From an optimization exercise on the open Yosys and OpenROAD flow, aimed at small area, a short achievable clock period and few clock cycles; shortcuts taken in it are not production practice. RTL that was checked went through simulation tests only; none was proved equivalent to the original. Only the layout flow was run in run 2; the RTL was not checked for function there. Power is estimated from default activity; no workload was simulated.

$ cat flow/run.sh
#!/bin/bash
# synth_recipe.tcl (not shown) runs the flow's synth.tcl, then flattens the netlist and writes it again
# the make line also repeats each setting of config.mk as NAME=value (left out here)
make -C /OpenROAD-flow-scripts/flow DESIGN_CONFIG=/design/flow/config.mk WORK_HOME=/design/flow/orfs CLKGATE_MAP_FILE= SYNTH_SCRIPT=/design/flow/synth_recipe.tcl finish
$ cat flow/config.mk
export PLATFORM = sky130hd
export DESIGN_NAME = rle_codec
export DESIGN_NICKNAME = rle_codec
export VERILOG_FILES = /design/flow/design.v
export SDC_FILE = /design/flow/constraint.sdc
export NUM_CORES = 4
export LEC_CHECK = 0
export CAP_MARGIN = 20
export CORE_MARGIN = 2
export CORE_UTILIZATION = 40
export CTS_BUF_LIST = sky130_fd_sc_hd__clkbuf_8
export CTS_CLUSTER_DIAMETER = 60
export CTS_CLUSTER_SIZE = 18
export PLACE_DENSITY = 0.6
export SETUP_SLACK_MARGIN = 3.5
export SLEW_MARGIN = 20
$ cat flow/constraint.sdc
create_clock -name core_clock -period 6.0 [get_ports {clk}]
set_input_delay 1.2000 -clock core_clock [delete_from_list [all_inputs] [get_ports {clk}]]
set_output_delay 1.2000 -clock core_clock [all_outputs]
set_load 0.01 [all_outputs]
$ cat flow/design.v
module rle_codec (
    input  wire        clk,
    input  wire        rst,
    input  wire        in_valid,
    output wire        in_ready,
    input  wire [7:0]  in_data,
    input  wire        in_last,
    input  wire        in_mode,
    output wire        out_valid,
    input  wire        out_ready,
    output wire [7:0]  out_data,
    output wire        done,
    output wire        err,
    output wire [15:0] err_pos
);
    localparam NR = 128;        
    reg  [10:0] sq0, sq1;       
    reg         sv0, sv1;
    reg         in_rdy;
    reg  [7:0]  lastin;         
    assign in_ready = in_rdy;
    wire        push_in = in_valid && in_rdy;
    wire        pop_in;
    reg         fst;            
    reg         lmode;          
    wire        nmode = fst ? in_mode : lmode;
    wire [10:0] nq = {in_data == lastin, nmode, in_last, in_data};
    wire [7:0]  hd = sq0[7:0];
    wire        hl = sq0[8];
    wire        hm = sq0[9];
    wire        hs = sq0[10];
    wire        hv = sv0;
    always @(posedge clk) begin
        if (push_in) begin
            lastin <= in_data;
            lmode  <= nmode;
        end
        if (rst)
            fst <= 1'b1;
        else if (push_in)
            fst <= in_last;
    end
    always @(posedge clk) begin
        if (rst) begin
            sv0    <= 1'b0;
            sv1    <= 1'b0;
            in_rdy <= 1'b1;
        end else begin
            if (pop_in) begin
                if (sv1) begin
                    sv1 <= 1'b0;
                end else if (!push_in) begin
                    sv0 <= 1'b0;
                end
                in_rdy <= 1'b1;
            end else if (push_in) begin
                if (sv0) begin
                    sv1    <= 1'b1;
                    in_rdy <= 1'b0;
                end else begin
                    sv0 <= 1'b1;
                end
            end
        end
    end
    always @(posedge clk) begin
        if (!sv1) sq1 <= nq;
        if (pop_in ? 1'b1 : !sv0) sq0 <= (pop_in && sv1) ? sq1 : nq;
    end
    localparam W_DATA = 2'd0;   
    localparam W_LITC = 2'd1;   
    localparam W_LITS = 2'd2;   
    localparam W_SPEC = 2'd3;   
    reg  [1:0] wf_n;            
    reg  [1:0] wk0, wk1;        
    reg  [7:0] wd0, wd1;        
    reg  [1:0] wfk [0:3];
    reg  [7:0] wfd [0:3];
    reg  [1:0] wfw, wfr;
    reg  [2:0] wf_cnt;
    reg        wf_r1, wf_r2;    
    reg        hflag;           
    wire       ring_wr;         
    wire       wf_pop;          
    reg  [1:0] wf_hk;           
    wire [7:0] wf_hd = wfd[wfr];
    wire [1:0] wfw1  = wfw + 2'd1;
    always @(posedge clk) begin
        if (wf_r1) begin
            wfk[wfw] <= wk0;
            wfd[wfw] <= wd0;
        end
        if (wf_r2) begin
            wfk[wfw1] <= wk1;
            wfd[wfw1] <= wd1;
        end
    end
    wire [2:0] wf_cm1 = wf_cnt - 3'd1;
    wire [2:0] wf_cp1 = wf_cnt + 3'd1;
    wire [2:0] wf_cp2 = wf_cnt + 3'd2;
    reg  [2:0] wf_cnt_n;
    reg        wf_r1_n, wf_r2_n;
    always @(*) begin
        case ({wf_pop, wf_n})
        3'b001, 3'b110: begin
            wf_cnt_n = wf_cp1; wf_r1_n = wf_cnt <= 3'd2; wf_r2_n = wf_cnt <= 3'd1;
        end
        3'b010: begin
            wf_cnt_n = wf_cp2; wf_r1_n = wf_cnt <= 3'd1; wf_r2_n = wf_cnt == 3'd0;
        end
        3'b100: begin
            wf_cnt_n = wf_cm1; wf_r1_n = 1'b1;          wf_r2_n = wf_cnt <= 3'd3;
        end
        default: begin
            wf_cnt_n = wf_cnt; wf_r1_n = wf_r1;         wf_r2_n = wf_r2;
        end
        endcase
    end
    wire [1:0] wf_hk1 = wfk[wfr + 2'd1];
    wire       wf_e0  = (wf_cnt == 3'd0);
    wire       wf_e1  = (wf_cnt == 3'd1);
    always @(posedge clk) begin
        if (wf_pop ? wf_e1 : wf_e0)
            wf_hk <= wk0;
        else if (wf_pop)
            wf_hk <= wf_hk1;
    end
    always @(posedge clk) begin
        if (rst) begin
            wfw    <= 2'd0;
            wfr    <= 2'd0;
            wf_cnt <= 3'd0;
            wf_r1  <= 1'b1;
            wf_r2  <= 1'b1;
            hflag  <= 1'b0;
        end else begin
            wfw    <= wfw + wf_n;
            wfr    <= wfr + {1'b0, wf_pop};
            wf_cnt <= wf_cnt_n;
            wf_r1  <= wf_r1_n;
            wf_r2  <= wf_r2_n;
            if (wf_pop)
                hflag <= 1'b0;
            else if (ring_wr)
                hflag <= 1'b1;
        end
    end
    reg        lf_push;
    reg  [6:0] lf_val;
    wire       lf_pop;
    reg  [6:0] lfd [0:7];
    reg  [2:0] lfw, lfr;
    reg  [3:0] lf_cnt;
    reg        lf_full, lf_ne;  
    wire [6:0] lf_h    = lfd[lfr];
    always @(posedge clk) begin
        if (!lf_full) lfd[lfw] <= lf_val;
    end
    always @(posedge clk) begin
        if (rst) begin
            lfw     <= 3'd0;
            lfr     <= 3'd0;
            lf_cnt  <= 4'd0;
            lf_full <= 1'b0;
            lf_ne   <= 1'b0;
        end else begin
            if (lf_push) lfw <= lfw + 3'd1;
            if (lf_pop)  lfr <= lfr + 3'd1;
            case ({lf_push, lf_pop})
            2'b10: begin
                lf_cnt  <= lf_cnt + 4'd1;
                lf_full <= (lf_cnt == 4'd7);
                lf_ne   <= 1'b1;
            end
            2'b01: begin
                lf_cnt  <= lf_cnt - 4'd1;
                lf_full <= 1'b0;
                lf_ne   <= (lf_cnt != 4'd1);
            end
            default: ;
            endcase
        end
    end
    reg  [7:0] rd [0:NR-1];
    reg        rm [0:NR-1];
    reg  [6:0] tid;
    reg  [6:0] tid1;            
    reg        rflush;          
    reg        scan;
    reg  [6:0] rp;
    reg  [6:0] nw;
    reg  [6:0] nw1;             
    reg        at_rp;           
    reg        at_nw;           
    reg        at_nw1;          
    reg        fz;              
    wire       take;
    wire       miss;
    wire       lopen;           
    wire       tap_m = rm[NR-1];
    wire [7:0] tap_d = rd[NR-1];
    reg        tap_v, tap_f, tap_e, tap_k;
    always @(posedge clk) begin
        tap_v <= !rm[NR-2] || rd[NR-2][7:6] != 2'b00;
        tap_f <= rm[NR-2] && rd[NR-2][7:6] == 2'b01;
        tap_e <= rm[NR-2] && rd[NR-2][7:6] == 2'b10 && rd[NR-2][0];
        tap_k <= rm[NR-2] && rd[NR-2][7:6] == 2'b10 && !rd[NR-2][0];
    end
    wire       h_flag = (wf_hk == W_LITS) && !hflag;
    wire       h_cont = (wf_hk == W_LITC) || (wf_hk == W_LITS && hflag);
    wire       wr_ok  = h_cont ? at_nw1
                      : h_flag ? (wf_cnt >= 3'd2 || !lopen)
                      : 1'b1;
    assign ring_wr = (wf_cnt != 3'd0) && (!tap_v || take || rflush) &&
                     (scan || !fz) && wr_ok;
    assign wf_pop  = ring_wr && !h_flag;
    wire       w_m = h_flag || (wf_hk == W_SPEC);
    wire [7:0] w_d = h_flag ? 8'h40 : wf_hd;
    wire       recirc = tap_v && !take && !rflush;
    integer ri;
    always @(posedge clk) begin
        for (ri = 1; ri < NR; ri = ri + 1) begin
            rd[ri] <= rd[ri-1];
            rm[ri] <= rm[ri-1];
        end
        rd[0] <= ring_wr ? w_d : recirc ? tap_d : 8'h00;
        rm[0] <= ring_wr ? w_m : !recirc || tap_m;
    end
    localparam R_IDLE = 2'd0;
    localparam R_EP1  = 2'd1;   
    localparam R_EP2  = 2'd2;   
    localparam R_EP3  = 2'd3;   
    reg        ov;
    reg  [7:0] ob, ob2;
    reg        ol, ol2;
    reg  [1:0] ocnt;
    reg        done_r, err_r;
    reg [15:0] errp_r;
    reg  [1:0] rs;
    assign out_valid = ov;
    assign out_data  = ob;
    assign done      = done_r;
    assign err       = err_r;
    assign err_pos   = errp_r;
    wire dpend    = ol || ol2;
    wire at_tap   = tap_v && !rflush && (scan || at_rp);
    wire t_flag   = tap_f && rs == R_IDLE;
    wire t_mark   = tap_m && rs == R_EP3 || tap_k && rs == R_IDLE;
    assign take   = at_tap && (tap_m && rs != R_IDLE ||
                               !dpend && (tap_m && !tap_f ? 1'b1 : (ocnt != 2'd2 && (!tap_f || lf_ne))));
    assign miss   = at_tap && !take && scan;
    assign lf_pop = take && t_flag;
    wire       o_pop  = ov && out_ready;
    wire       o_push = take && (!tap_m || t_flag);
    wire [7:0] o_pb   = tap_m ? {1'b0, lf_h} : tap_d;
    wire       o_mark = take && t_mark;
    wire [1:0] o_keep = ocnt - {1'b0, o_pop};
    wire       ol_m   = ol  || (o_mark && ocnt == 2'd1);
    wire       ol2_m  = ol2 || (o_mark && ocnt == 2'd2);
    wire at_rp_n = !miss && (tid1 == rp);
    always @(posedge clk) begin
        if (ring_wr) begin
            nw  <= tid;
            nw1 <= tid1;
        end
        if (scan && miss) rp <= tid;
        at_rp  <= at_rp_n;
        at_nw  <= !ring_wr && (tid1 == nw);
        at_nw1 <= ring_wr || (tid1 == nw1);
        fz     <= ring_wr ? at_rp_n
                : miss    ? !at_nw
                : at_rp_n || (fz && !at_nw);
    end
    always @(posedge clk) begin
        if (rst) begin
            tid    <= 7'd0;
            tid1   <= 7'd1;
            rflush <= 1'b1;
            scan   <= 1'b1;
        end else begin
            tid    <= tid1;
            tid1   <= tid1 + 7'd1;
            if (tid == 7'd127) rflush <= 1'b0;
            if (scan) begin
                if (miss) scan <= 1'b0;
            end else if (take) begin
                scan <= 1'b1;
            end
        end
    end
    always @(posedge clk) begin
        if (o_pop && ocnt == 2'd2)
            ob <= ob2;
        else if (o_push && o_keep == 2'd0)
            ob <= o_pb;
        if (o_push && o_keep == 2'd1)
            ob2 <= o_pb;
    end
    always @(posedge clk) begin
        if (rst) begin
            ov     <= 1'b0;
            ocnt   <= 2'd0;
            ol     <= 1'b0;
            ol2    <= 1'b0;
            done_r <= 1'b0;
            err_r  <= 1'b0;
            errp_r <= 16'd0;
            rs     <= R_IDLE;
        end else begin
            ocnt   <= o_keep + {1'b0, o_push};
            ov     <= (o_keep != 2'd0) || o_push;
            ol     <= (o_pop && ocnt == 2'd2) ? ol2_m : (o_keep == 2'd0) ? 1'b0 : ol_m;
            ol2    <= (!o_pop && ocnt == 2'd2) ? ol2_m : 1'b0;
            done_r <= (o_pop && ol_m) || (o_mark && ocnt == 2'd0);
            if (take && tap_m) begin
                case (rs)
                R_IDLE: begin
                    if (tap_d[7]) begin
                        if (tap_d[0]) begin
                            rs <= R_EP1;
                        end else begin
                            err_r  <= 1'b0;
                            errp_r <= 16'd0;
                        end
                    end
                end
                R_EP1: begin
                    errp_r[15:12] <= tap_d[3:0];
                    rs            <= R_EP2;
                end
                R_EP2: begin
                    errp_r[11:6] <= tap_d[5:0];
                    rs           <= R_EP3;
                end
                default: begin
                    err_r       <= 1'b1;
                    errp_r[5:0] <= tap_d[5:0];
                    rs          <= R_IDLE;
                end
                endcase
            end
        end
    end
    wire       cm = hm;         
    reg  [7:0] pv;              
    reg  [1:0] pk;              
    reg        inrun;           
    reg  [6:0] rcm;             
    reg        r0, r1, r127;    
    reg  [6:0] ll;              
    reg  [6:0] llm;             
    reg        lo_r;            
    reg        l126, l127;      
    reg        eflush;          
    assign lopen = lo_r;
    localparam D_FLAG = 3'd0;
    localparam D_LIT  = 3'd1;
    localparam D_REP  = 3'd2;
    localparam D_EXP  = 3'd3;   
    localparam D_END  = 3'd4;   
    localparam D_E1   = 3'd5;   
    localparam D_E2   = 3'd6;   
    localparam D_E3   = 3'd7;   
    reg  [2:0]  dst;
    reg         dlast;          
    reg         derr;           
    reg  [15:0] pos;            
    reg         pos_c;          
    reg  [15:0] fsp;            
    wire dec_in  = (dst == D_FLAG) || (dst == D_LIT) || (dst == D_REP);
    wire eq    = hs;                
    wire room1 = wf_r1;
    wire room2 = wf_r2;
    wire lroom = !lf_full;
    wire e_run   = inrun;
    wire e_rmore = inrun && eq && !r127;                   
    wire e_trip  = !inrun && pk == 2'd2 && eq;             
    wire e_pair  = !inrun && pk == 2'd1 && eq;             
    wire e_lit   = !inrun && pk != 2'd0 && !eq;            
    wire e_close = e_lit && (l127 || (pk == 2'd2 && l126));
    wire e_ok    = e_run   ? (e_rmore || room2)
                 : e_trip  ? (!lopen || lroom)
                 : e_lit   ? ((pk == 2'd2 ? room2 : room1) && (!e_close || lroom))
                 : 1'b1;
    wire enc_go  = hv && !cm && !eflush && dec_in && e_ok;
    wire f_rep   = inrun;
    wire f_pend  = !inrun && pk != 2'd0;
    wire f_lit   = !inrun && pk == 2'd0 && lopen;
    wire f_ok    = f_rep  ? room2
                 : f_pend ? ((pk == 2'd2 ? room2 : room1) && lroom)
                 : f_lit  ? lroom
                 : room1;
    wire fl_go   = eflush && f_ok;
    wire dec_go  = hv && cm && !eflush && dec_in && room1;
    wire dec_w   = !dec_in && room1;      
    wire dec_ov  = hv && dst == D_EXP && r1 && !dlast && room2;
    wire d_flag  = (dec_go && dst == D_FLAG) || dec_ov;
    assign pop_in = enc_go || dec_go || dec_ov;
    always @(*) begin
        wf_n   = 2'd0;
        wk0    = W_DATA;
        wk1    = W_DATA;
        wd0    = pv;
        wd1    = pv;
        lf_push = 1'b0;
        lf_val  = 7'd127;
        if (fl_go) begin
            if (f_rep) begin
                wf_n = 2'd2;
                wd0  = {1'b1, rcm};
            end else if (f_pend) begin
                wf_n = pk;
                wk0  = lopen ? W_LITC : W_LITS;
                wk1  = l127 ? W_LITS : W_LITC;
                lf_push = 1'b1;
                lf_val  = (l127 && pk == 2'd2) ? 7'd127 : llm + {5'd0, pk};
            end else if (f_lit) begin
                lf_push = 1'b1;
                lf_val  = llm;
            end else begin
                wf_n = 2'd1;
                wk0  = W_SPEC;
                wd0  = 8'h80;
            end
        end else if (enc_go) begin
            if (e_run) begin
                if (!e_rmore) begin
                    wf_n = 2'd2;
                    wd0  = {1'b1, rcm};
                end
            end else if (e_trip) begin
                lf_push = lopen;
                lf_val  = llm;
            end else if (e_lit) begin
                wf_n = pk;
                wk0  = lopen ? W_LITC : W_LITS;
                wk1  = l127 ? W_LITS : W_LITC;
                lf_push = e_close;
            end
        end else if (dec_go) begin
            if (dst == D_FLAG) begin
                if (hl) begin
                    wf_n = 2'd1;
                    wk0  = W_SPEC;
                    wd0  = 8'h81;
                end
            end else if (dst == D_REP) begin
                wf_n = 2'd1;
                wd0  = hd;
            end else begin
                wf_n = 2'd1;
                wd0  = hd;
            end
        end else if (dec_w) begin
            wf_n = 2'd1;
            case (dst)
            D_EXP: begin
                wd0 = pv;
                if (dec_ov && hl) begin
                    wf_n = 2'd2;
                    wk1  = W_SPEC;
                    wd1  = 8'h81;
                end
            end
            D_END: begin
                wk0 = W_SPEC;
                wd0 = {7'b1000000, derr};
            end
            D_E1: begin
                wk0 = W_SPEC;
                wd0 = {4'b1100, fsp[15:12]};
            end
            D_E2: begin
                wk0 = W_SPEC;
                wd0 = {2'b11, fsp[11:6]};
            end
            default: begin
                wk0 = W_SPEC;
                wd0 = {2'b11, fsp[5:0]};
            end
            endcase
        end
    end
    localparam L_KEEP = 3'd0;
    localparam L_ZERO = 3'd1;
    localparam L_ONE  = 3'd2;
    localparam L_INC1 = 3'd3;
    localparam L_INC2 = 3'd4;
    reg  [2:0] lsel;
    always @(*) begin
        lsel = L_KEEP;
        if (fl_go) begin
            if (f_pend)
                lsel = (l127 && pk == 2'd2) ? L_ONE : L_ZERO;
            else if (f_lit)
                lsel = L_ZERO;
        end else if (enc_go) begin
            if (e_trip)
                lsel = L_ZERO;
            else if (e_lit && pk == 2'd2)
                lsel = l127 ? L_ONE : l126 ? L_ZERO : L_INC2;
            else if (e_lit)
                lsel = l127 ? L_ZERO : L_INC1;
        end
    end
    wire [6:0] ll_p1 = ll + 7'd1;
    wire [6:0] ll_p2 = ll + 7'd2;
    wire       l125  = (ll == 7'd125);
    wire       l124  = (ll == 7'd124);
    wire r126  = (rcm == 7'd126);
    wire r2    = (rcm == 7'd2);
    wire hd0   = (hd[6:0] == 7'd0);
    wire hd1   = (hd[6:0] == 7'd1);
    wire hd127 = (hd[6:0] == 7'd127);
    wire d_dec  = dec_go || dec_ov;
    always @(posedge clk) begin
        if (rst) llm <= 7'd127;
        else case (lsel)
        L_ZERO:  llm <= 7'd127;
        L_ONE:   llm <= 7'd0;
        L_INC1:  llm <= ll;
        L_INC2:  llm <= ll_p1;
        default: ;
        endcase
        if (enc_go && (e_run ? !e_rmore : (!e_trip && !e_pair)))
            pv <= hd;
        else if (d_dec && !d_flag && dst == D_REP)
            pv <= hd;
        if (enc_go && e_rmore) begin
            rcm <= rcm + 7'd1;
            r0 <= 1'b0; r1 <= r0; r127 <= r126;
        end else if (enc_go && e_trip) begin
            rcm <= 7'd2;
            r0 <= 1'b0; r1 <= 1'b0; r127 <= 1'b0;
        end else if (d_dec && d_flag) begin
            rcm <= hd[6:0];
            r0 <= hd0; r1 <= hd1; r127 <= hd127;
        end else if ((d_dec && dst == D_LIT) || (dec_w && dst == D_EXP)) begin
            rcm <= rcm - 7'd1;
            r0 <= r1; r1 <= r2; r127 <= r0;
        end
        if (d_dec && d_flag)
            fsp <= pos;
    end
    always @(posedge clk) begin
        if (rst) begin
            pk     <= 2'd0;
            inrun  <= 1'b0;
            ll     <= 7'd0;
            lo_r   <= 1'b0;
            l126   <= 1'b0;
            l127   <= 1'b0;
            eflush <= 1'b0;
            dst    <= D_FLAG;
            dlast  <= 1'b0;
            derr   <= 1'b0;
            pos    <= 16'd0;
            pos_c  <= 1'b0;
        end else begin
            case (lsel)
            L_ZERO: begin
                ll <= 7'd0; lo_r <= 1'b0; l126 <= 1'b0; l127 <= 1'b0;
            end
            L_ONE: begin
                ll <= 7'd1; lo_r <= 1'b1; l126 <= 1'b0; l127 <= 1'b0;
            end
            L_INC1: begin
                ll <= ll_p1; lo_r <= 1'b1; l126 <= l125; l127 <= l126;
            end
            L_INC2: begin
                ll <= ll_p2; lo_r <= 1'b1; l126 <= l124; l127 <= l125;
            end
            default: ;
            endcase
            if (fl_go) begin
                if (f_rep) begin
                    inrun <= 1'b0;
                end else if (f_pend) begin
                    pk <= 2'd0;
                end else if (f_lit) begin
                end else begin
                    eflush <= 1'b0;
                end
            end else if (enc_go) begin
                if (hl) eflush <= 1'b1;
                if (e_run) begin
                    if (!e_rmore) begin
                        inrun <= 1'b0;
                        pk    <= 2'd1;
                    end
                end else if (e_trip) begin
                    inrun <= 1'b1;
                    pk    <= 2'd0;
                end else if (e_pair) begin
                    pk <= 2'd2;
                end else begin
                    pk <= 2'd1;
                end
            end else if (dec_go || dec_ov) begin
                if (hl) begin
                    pos   <= 16'd0;
                    pos_c <= 1'b0;
                end else begin
                    pos[7:0] <= pos[7:0] + 8'd1;
                    if (pos_c) pos[15:8] <= pos[15:8] + 8'd1;
                    pos_c <= (pos[7:0] == 8'hfe);
                end
                if (d_flag) begin
                    if (hl) begin
                        dst <= D_E1;
                    end else begin
                        dst <= hd[7] ? D_REP : D_LIT;
                    end
                end else case (dst)
                D_REP: begin
                    dlast <= hl;
                    derr  <= 1'b0;
                    if (!r0)
                        dst <= D_EXP;
                    else
                        dst <= hl ? D_END : D_FLAG;
                end
                default: begin  
                    if (hl) begin
                        derr <= !r0;
                        dst  <= D_END;
                    end else if (r0) begin
                        dst <= D_FLAG;
                    end
                end
                endcase
            end else if (dec_w) begin
                case (dst)
                D_EXP: begin
                    if (r1) dst <= dlast ? D_END : D_FLAG;
                end
                D_END: dst <= derr ? D_E1 : D_FLAG;
                D_E1:  dst <= D_E2;
                D_E2:  dst <= D_E3;
                default: dst <= D_FLAG;
                endcase
            end
        end
    end
endmodule
==> metrics.md, run 1 <==
| Metric | Value |
|---|---|
| Run status | finished clean |
| Initial DRC Count | 1158 |
| Fmax | 381 MHz |
| Clock Skew | 60.7 ps |
| Share of cells above drive strength 1 | 17.6% |
| Post-synthesis mux area share | 3.02% |
| Port buffer count | 41 |
| Finish-stage setup viols | 0 |
| Final Slew Violations | 0 |
| First-pass GRT wire length | 102000 um |
| Post-synth EDFFs | 199 |
| Commonest cells after routing, fill and taps aside | dfxtp_1, edfxtp_1, a21oi_1 |
| GP Congestion | 0.826 |
| Largest net degree at the start of global routing | 61 |
| Clock sink count | 1472 |
| XOR/XNOR Fraction of Synth Area | 1.71% |
| Largest buffer count on any clock path | 3 |
| Vias | 19.0k |
| Die Wd | 316 um |
| Initial antenna violation count | 1 |
| Final net count | 2824 |
| Synth Area per Inst | 14.9 um2 |
| Async SR Flop Fraction | 0% |
| Setup TNS | 0 ps |
| Post-synth top area share | 65.6% |
| Chip height | 316 um |
| Final min period | 2630 ps |
| Commonest non-fill, non-tap cell in the layout | dfxtp_1 |
| CP Capture Type | flop |
| Synth area leader | dfxtp_1 |
| P&R area growth vs syn | 13.0% |
| Worst EP arrival | 3260 ps |
| Antenna violation net count after detailed routing | 0 |
| Clock latency (worst-skew pair) | 760 ps |
| Number of global-route vias before repair | 18.9k |
| Avg WL per Cell | 15.8 um |
| Vias per std cell | 4.64 |
| Pre-Repair DR Iteration Count | 5 |
| Yosys warns | 3 |
| # rows | 114 |
| Synth Net Count | 2657 |
| Ys flop type | dfxtp_1 |
| Synth Area in Simple Gates | 5.78% |
| Die footprint | 99700 um2 |
| CP Max Fanout | 4 |
| Residual DRC | 0 |
| Main combinational cell family by area after synthesis | compound AO/OA/AOI/OAI gates |
| Synth cell types | 90 |
| Sequential share of the synthesized area | 81.0% |
| Starting Density | 40.3% |
| Clock root buffer master | clkbuf_8 |
| Critical path required time | 6640 ps |
| Worst slew pin tran | 1110 ps |
| Top cells by area, synth | dfxtp_1, edfxtp_1, a21oi_1, mux4_2, nor2_1 |
| Max_cap viols | 0 |
| Mapped Area | 38900 um2 |
| Period utilization | 43.8% |
| Leakage power | 16.6 nW |
| IO Pins | 42 |
| Total CTS buffers | 101 |
| Mapped Cells | 2606 |
| Post-DP HPWL | 38700 um |
| Startpoint Class | flop |
| FF+latch count, synth | 1472 |
| Fin. Hold Viols | 0 |
| Core area | 96400 um2 |
| Slew HR | 25.8% |
| Total power | 19.0 mW |
| Compound-Gate Fraction of Synth Area | 5.84% |
| Worst-path clk slew | 110 ps |
| Filler cell count | 8483 |
| Aggregate global-route resource usage | 12.8% |
| Htree depth | 3 |
| Hold Path Class | reg -> reg |
| Pwr dens | 433 nW/um2 |
| Post-synthesis adder-cell area fraction | 1.21% |
| GRT overflow | 0 |
| VDD IR-drop max | 0.168 mV |
| WL final | 64600 um |
| RSZ-0062 raised after global routing | yes |
| CP Class | reg -> reg |
| CTS tree | done |
final timing paths:
kind | slack, ps | endpoint | cells after the start | start
setup / recovery | 3370 | lf_cnt[3] | 11 | sq0[10]
hold / removal | 320 | rd[59][0] | 0 | rd[58][0]
setup reg to reg | 3370 | lf_cnt[3] | 11 | sq0[10]
hold reg to reg | 320 | rd[59][0] | 0 | rd[58][0]
flip-flops by register name (all words and copies together) (netlist names), 7 cells and up, named ones only:
signal	flops
fsp	16
wfk	8
ob	8
sq1	11
rp	7
rm	128
rcm	7
pos	16
nw1	7
nw	7
ob2	8
pv	8
llm	7
lastin	8
rd	1024
lfd	56
sq0	11
wfd	32
tid1	7
ll	7
errp_r	16
tid	7
where the power goes:
group / internal (mW) / leakage, nW / switching (mW)
registers: 11.4 / 12.3 / 0.538
clock network: 1.83 / 0.983 / 2.95
logic: 0.982 / 3.33 / 1.30
total: 14.2 / 16.6 / 4.78
critical path, stage by stage (launching register included):
cell and delay [ps]:
edfxtp_1 490, buf_6 170, buf_6 110, a211o_4 290, and2_4 160, a32o_2 290, inv_2 90, ha_4 140
or4b_4 470, a21oi_4 140, xnor2_1 130, nor2_1 50
cells in the mapped netlist (4+ instances only):
cell	n
buf_1	8
nand4_1	18
nor3b_1	5
clkbuf_1	67
and4_1	6
xnor2_1	45
mux2_2	25
buf_6	5
o31ai_1	8
nor4_1	9
mux4_2	25
nand3b_1	6
o22a_1	4
a22oi_1	22
and2_1	11
o21ai_0	65
xor2_1	31
nand2_1	96
o21a_1	4
nor2b_1	25
o21ai_1	5
and3_1	15
nand3_1	46
ha_1	36
a22o_1	10
a221oi_1	9
nand2b_1	18
o22ai_1	17
nor3_1	29
edfxtp_1	199
mux2i_1	33
a211oi_1	13
buf_2	15
or3_1	7
nor2_1	126
inv_1	36
dfxtp_1	1273
o211ai_1	6
a21oi_1	143
a31oi_1	11
area by class of cell:
| cell class | instances | area, um2 | share of cell area [%] |
|---|---|---|---|
| flip-flops and latches | 1472 | 31500 | 71.8 |
| multi-input cells | 999 | 7420 | 16.9 |
| well taps | 1276 | 1600 | 3.64 |
| clock buffers | 105 | 1450 | 3.29 |
| repair buffers | 158 | 1320 | 3.01 |
| clock inverters | 37 | 405 | 0.923 |
| inverters | 40 | 164 | 0.373 |
| repair inverters | 1 | 7.51 | 0.0171 |
| diodes | 1 | 2.50 | 0.00570 |
cells by family (layout without fill, tap and decap cells):
logic type	count (synthesis)	count (layout)
DFF	1472	1472
and+or+nand+nor	444	446
AOI/OAI and AO/OA	357	357
buffers and inverters	137	341
muxes	83	83
xor gates and xnor gates	76	76
adders and majority gates	37	37
other	0	1
metrics by stage:
stage | hold WS, ps | cell area, um2 | worst slack (ps) | cells | utilization (%)
floorplan | 310 | 39000 | 3220 | 2606 | -
global placement | 311 | 40600 | 2140 | 3831 | 42.1
detailed placement | 312 | 40600 | 1870 | 3832 | 42.1
CTS | 308 | 43300 | 3350 | 4047 | 44.9
global route | 314 | 43900 | 3290 | 4089 | 45.5
finish | 317 | 43900 | 3370 | 4089 | 45.5
per-layer routing:
metal	global-route usage [%]	share of wire [%]	wire, um
met3	2.83	4.9	3190
met1	17.7	48	30800
met4	5.22	3.2	2080
met5	0	0	0
met2	19.6	44	28500
what timing repair did:
item	CTS	global route
endpoints found under the setup margin	313	224
pin swaps	23	35
buffers inserted	71	39
resized for setup	238	80
cloned	2	1
hold buffers	0	0
Testbench counts, summed over its fixed seeds: cycles 140,343.
==> inputs of run 2 (changes only) <==
--- a/flow/design.v
+++ b/flow/design.v
@@ -151,6 +151,7 @@
     reg  [6:0] lfd [0:7];
     reg  [2:0] lfw, lfr;
-    reg  [3:0] lf_cnt;
-    reg        lf_full, lf_ne;  
+    reg  [7:0] lf_t;            
+    wire       lf_full = lf_t[7];
+    wire       lf_ne   = lf_t[0];
     wire [6:0] lf_h    = lfd[lfr];
     always @(posedge clk) begin
@@ -161,21 +162,11 @@
             lfw     <= 3'd0;
             lfr     <= 3'd0;
-            lf_cnt  <= 4'd0;
-            lf_full <= 1'b0;
-            lf_ne   <= 1'b0;
+            lf_t    <= 8'd0;
         end else begin
             if (lf_push) lfw <= lfw + 3'd1;
             if (lf_pop)  lfr <= lfr + 3'd1;
             case ({lf_push, lf_pop})
-            2'b10: begin
-                lf_cnt  <= lf_cnt + 4'd1;
-                lf_full <= (lf_cnt == 4'd7);
-                lf_ne   <= 1'b1;
-            end
-            2'b01: begin
-                lf_cnt  <= lf_cnt - 4'd1;
-                lf_full <= 1'b0;
-                lf_ne   <= (lf_cnt != 4'd1);
-            end
+            2'b10:   lf_t <= {lf_t[6:0], 1'b1};
+            2'b01:   lf_t <= {1'b0, lf_t[7:1]};
             default: ;
             endcase
--- a/flow/config.mk
+++ b/flow/config.mk
@@ -13,4 +13,4 @@
 export CTS_CLUSTER_SIZE = 18
 export PLACE_DENSITY = 0.6
-export SETUP_SLACK_MARGIN = 3.5
+export SETUP_SLACK_MARGIN = 3.8
 export SLEW_MARGIN = 20
==> run 2 against run 1 <==
Effect of this change: still clean on timing, DRC and antenna; first-iteration DRC count increased by 0.52%; sequential cell count increased by 2; clock-buffer cell count increased by 3; clock power increased by 3%; sequential power about the same; utilization increased by 2.6 points; worst setup slack got worse by 22 ps; register-to-register slack got worse by 20 ps; clock skew decreased by 19 ps; via count increased by 1.5%.
==> metrics.md, run 2 <==
| Metric | Value |
|---|---|
| Final min period | 2650 ps (+21.8 ps) |
| Worst-path clk slew | 100 ps (about the same) |
| Fmax | 378 MHz (-0.82%) |
| CP Capture Type | flop |
| CP Max Fanout | 5 (+1) |
| Worst R2R Path Depth | 11 (unchanged) |
| Main combinational cell family by area after synthesis | simple AND/OR/NAND/NOR gates |
| Antenna violation net count after detailed routing | 0 (unchanged) |
| Final net count | 2882 (+2.1%) |
| Largest net degree at the start of global routing | 82 (+34%) |
| Finish-stage setup viols | 0 (unchanged) |
| Slew HR | 26.2% (+0.35 points) |
| GP Congestion | 0.820 (-0.75%) |
| Post-synth EDFFs | 199 (unchanged) |
| Clock latency (worst-skew pair) | 770 ps (about the same) |
| GRT overflow | 0 (unchanged) |
| Initial DRC Count | 1164 (+0.52%) |
| GR Util met2 | 20.2% (+0.59 points) |
| FF+latch count, synth | 1474 (+0.14%) |
| IO Pins | 42 (unchanged) |
| Setup TNS | 0 ps (unchanged) |
| Period utilization | 44.1% (+0.36 points) |
| Run status | finished clean |
| Worst slew pin tran | 1100 ps (-11.5 ps) |
| Synth cell types | 78 (-13%) |
| Clock sink count | 1474 (+0.14%) |
| Biggest register | rd |
| RSZ-0062 raised after global routing | yes |
| Top-count cell post-synth | dfxtp_1 |
| Post-synthesis adder-cell area fraction | 1.12% (-0.089 points) |
| Vias | 19.3k (+1.5%) |
| First-pass GRT wire length | 105000 um (+2.9%) |
| Yosys warns | 3 (unchanged) |
| Total CTS buffers | 106 (+5.0%) |
| Async SR Flop Fraction | 0% (unchanged) |
| Clock root buffer master | clkbuf_8 |
| Hold Path Class | reg -> reg |
| Avg WL per Cell | 15.8 um (-0.17%) |
| Filler cell count | 8126 (-4.2%) |
| Hold EP | rd[97][4] |
| Post-synthesis mux area share | 3.60% (+0.57 points) |
| Compound-Gate Fraction of Synth Area | 5.07% (-0.77 points) |
| P&R area growth vs syn | 18.8% |
| Commonest cells after routing, fill and taps aside | dfxtp_1, edfxtp_1, buf_4 |
| XOR/XNOR Fraction of Synth Area | 1.57% (-0.15 points) |
| Sequential share of the synthesized area | 81.6% (+0.67 points) |
| Layer with the highest usage | met2 |
| Share of cells above drive strength 1 | 24.4% (+6.9 points) |
| Worst EP arrival | 3140 ps (-120 ps) |
| Number of global-route vias before repair | 19.5k (+3.5%) |
| Port buffer count | 41 (unchanged) |
| Die footprint | 99000 um2 (-0.69%) |
| Ys flop type | dfxtp_1 |
| Pre-Repair DR Iteration Count | 7 (+2) |
| Max_cap viols | 0 (unchanged) |
| VDD IR-drop max | 0.177 mV (+5.1%) |
| Vias per std cell | 4.64 (about the same) |
| Clock Skew | 41.2 ps (-19.5 ps) |
| Pwr dens | 408 nW/um2 (-5.8%) |
| Post-synth top area share | 66.1% (+0.56 points) |
| WL final | 65400 um (+1.3%) |
| Initial antenna violation count | 2 (+1) |
| Max FFs per register | 1024 (unchanged) |
| Mapped Cells | 2568 (-1.5%) |
| Final Slew Violations | 0 (unchanged) |
| Startpoint Class | flop |
| Residual DRC | 0 (unchanged) |
| Htree depth | 3 (unchanged) |
| CP Class | reg -> reg |
| Starting Density | 40.5% (+0.20 points) |
| Commonest non-fill, non-tap cell in the layout | dfxtp_1 |
| R2R Path End | wfd[3][5] |
| Synth Area per Inst | 15.0 um2 (+0.78%) |
| Top Registers | rd x1024, rm x128, lfd x56 |
| Placed cell count | 3798 (-0.89%) |
| R2R Setup Slk | 3350 ps (-20 ps) |
| Hold path cells | 0 (unchanged) |
| Synth area leader | dfxtp_1 |
| Leakage power | 17.2 nW (+3.7%) |
| GR Util met1 | 18.5% (+0.81 points) |
| Synth Area in Simple Gates | 5.77% (about the same) |
| Met3 usage | 2.64% (-0.19 points) |
| Synth cell count leaders | dfxtp_1, edfxtp_1, nor2_1 |
| Final std cells w/o fill | 4149 (+1.5%) |
| R2R Path Start | r127 |
| CTS tree | done |
| Core area | 95300 um2 (-1.2%) |
| # rows | 113 (-0.88%) |
| Top cells by area, synth | dfxtp_1, edfxtp_1, mux4_2, a21oi_1, nor2_1 |
| Die Wd | 315 um (-0.34%) |
| Chip height | 315 um (-0.34%) |
| Mapped Area | 38600 um2 (-0.69%) |
| Largest buffer count on any clock path | 3 (unchanged) |
| Aggregate global-route resource usage | 13.2% (+0.35 points) |
| Synth Net Count | 2616 (-1.5%) |
| Hold path startpoint | rd[96][4] |
| Critical path required time | 6490 ps (-150 ps) |
| Post-DP HPWL | 36500 um (-5.6%) |
| Fin. Hold Viols | 0 (unchanged) |
| Total power | 18.7 mW (-1.6%) |
run 2: changes by cell type after synthesis, sizes merged, moves of 5 or more:
| cell | before | now |
|---|---|---|
| mux2 | 25 | 35 |
| o22ai | 17 | 10 |
| buf | 30 | 20 |
| nor3 | 29 | 24 |
| mux2i | 33 | 43 |
| a21oi | 145 | 112 |
| and4 | 6 | 1 |
| nor2 | 127 | 137 |
| o21ai | 72 | 61 |
| nand2 | 96 | 112 |
run 2: what timing repair did:
item,CTS,global route
pin swaps,70,88
cloned,8,1
hold buffers,0,0
setup endpoints to repair,364,294
buffers inserted,113,71
gates resized for setup,398,194
run 2: kinds of logic (layout without fill, tap and decap cells):
kind of cell / after synthesis / count (layout)
flops: 1474 / 1474
fa+ha+maj: 34 / 34
mux: 103 / 103
simple gates: 457 / 462
buf+inv: 123 / 431
compound gates: 308 / 309
other cells: 0 / 2
xor+xnor: 69 / 69
run 2: power by group:
group	total, mW	switching [mW]	leakage [nW]	internal [mW]
sequential	11.7	0.444	12.3	11.2
clock	4.91	3.06	1.03	1.85
combinational	2.15	1.16	3.89	0.994
run 2: worst max-delay path by stage:
stage	from	endpoint	cells past startpoint
finish	r127	wfd[3][5]	11
global route	sq0[9]	wfd[1][5]	11
CTS	pk[1]	wf_cnt[0]	8
detailed placement	sq0[10]	ll[6]	8
global placement	wf_r1	wfd[0][4]	7
floorplan	pk[0]	wf_cnt[2]	9
run 2: layout make-up:
| cell class | count | area [um2] | share of cell area (%) |
|---|---|---|---|
| antenna | 2 | 5.00 | 0.0109 |
| clock buffer | 108 | 1490 | 3.24 |
| clock inverter | 48 | 475 | 1.04 |
| inverter | 40 | 183 | 0.398 |
| multi-input combinational | 977 | 8360 | 18.2 |
| sequential | 1474 | 31600 | 68.9 |
| tap | 1265 | 1580 | 3.45 |
| timing repair buffer | 233 | 2170 | 4.73 |
| timing repair inverter | 2 | 16.3 | 0.0355 |
run 2: stage by stage:
step	worst slack [ps]	hold slack (ps)	instance area, um2	util, %
floorplan	3460	310	38800	-
global placement	2500	310	40500	42.5
detailed placement	2370	312	40500	42.5
CTS	3350	315	44500	46.7
global route	3290	315	45900	48.1
finish	3350	315	45900	48.1
run 2: critical path, stage by stage, from the launching register on:
cell and delay, ps:
edfxtp_1 490, nor2b_1 140, o211ai_1 120, buf_4 160
a41o_4 270, o21ai_4 230, buf_4 170, buf_12 110
o21bai_4 70, a222oi_1 320, buf_4 210, a21oi_1 70
run 2: per-layer routing:
layer | wire length [um] | vias up
li1 | - | 9273
met1 | 31700 | 9455
met2 | 29100 | 407
met3 | 3030 | 132
met4 | 1630 | 0
met5 | 0 | -

==> re-timing with driven ports <==
The results above use ideal ports. As a check the final layouts listed here were re-extracted and re-timed, cells and wires unchanged. Step 1: set_driving_cell puts a clkbuf_16 on clk and a buf_2 on each other input, an assumption about the parent block. Step 2 adds t to the input delays and takes it off the output delays; t is the mean of the earliest and latest rising clock arrival at the registers after step 1. Input paths then give back, and output paths get back, about the clock's delay inside the block. Slacks: ideal ports / drivers / drivers and shift; pairs: ideal ports / drivers.
run | t, ns | setup WS [ns] | slew at the worst register clock pin (ns) | cell pins on the clock port's net
run 1 | 0.790 | 3.373 / 3.373 / 2.950 | 0.11 / 0.11 | 1
run 2 | 0.805 | 3.351 / 3.351 / 3.080 | 0.11 / 0.11 | 1
After both steps setup and hold are still met in every run listed. For run 1, which loses most, drivers alone change the setup slack by 0.000 ns; drivers and shift together by -0.423 ns.
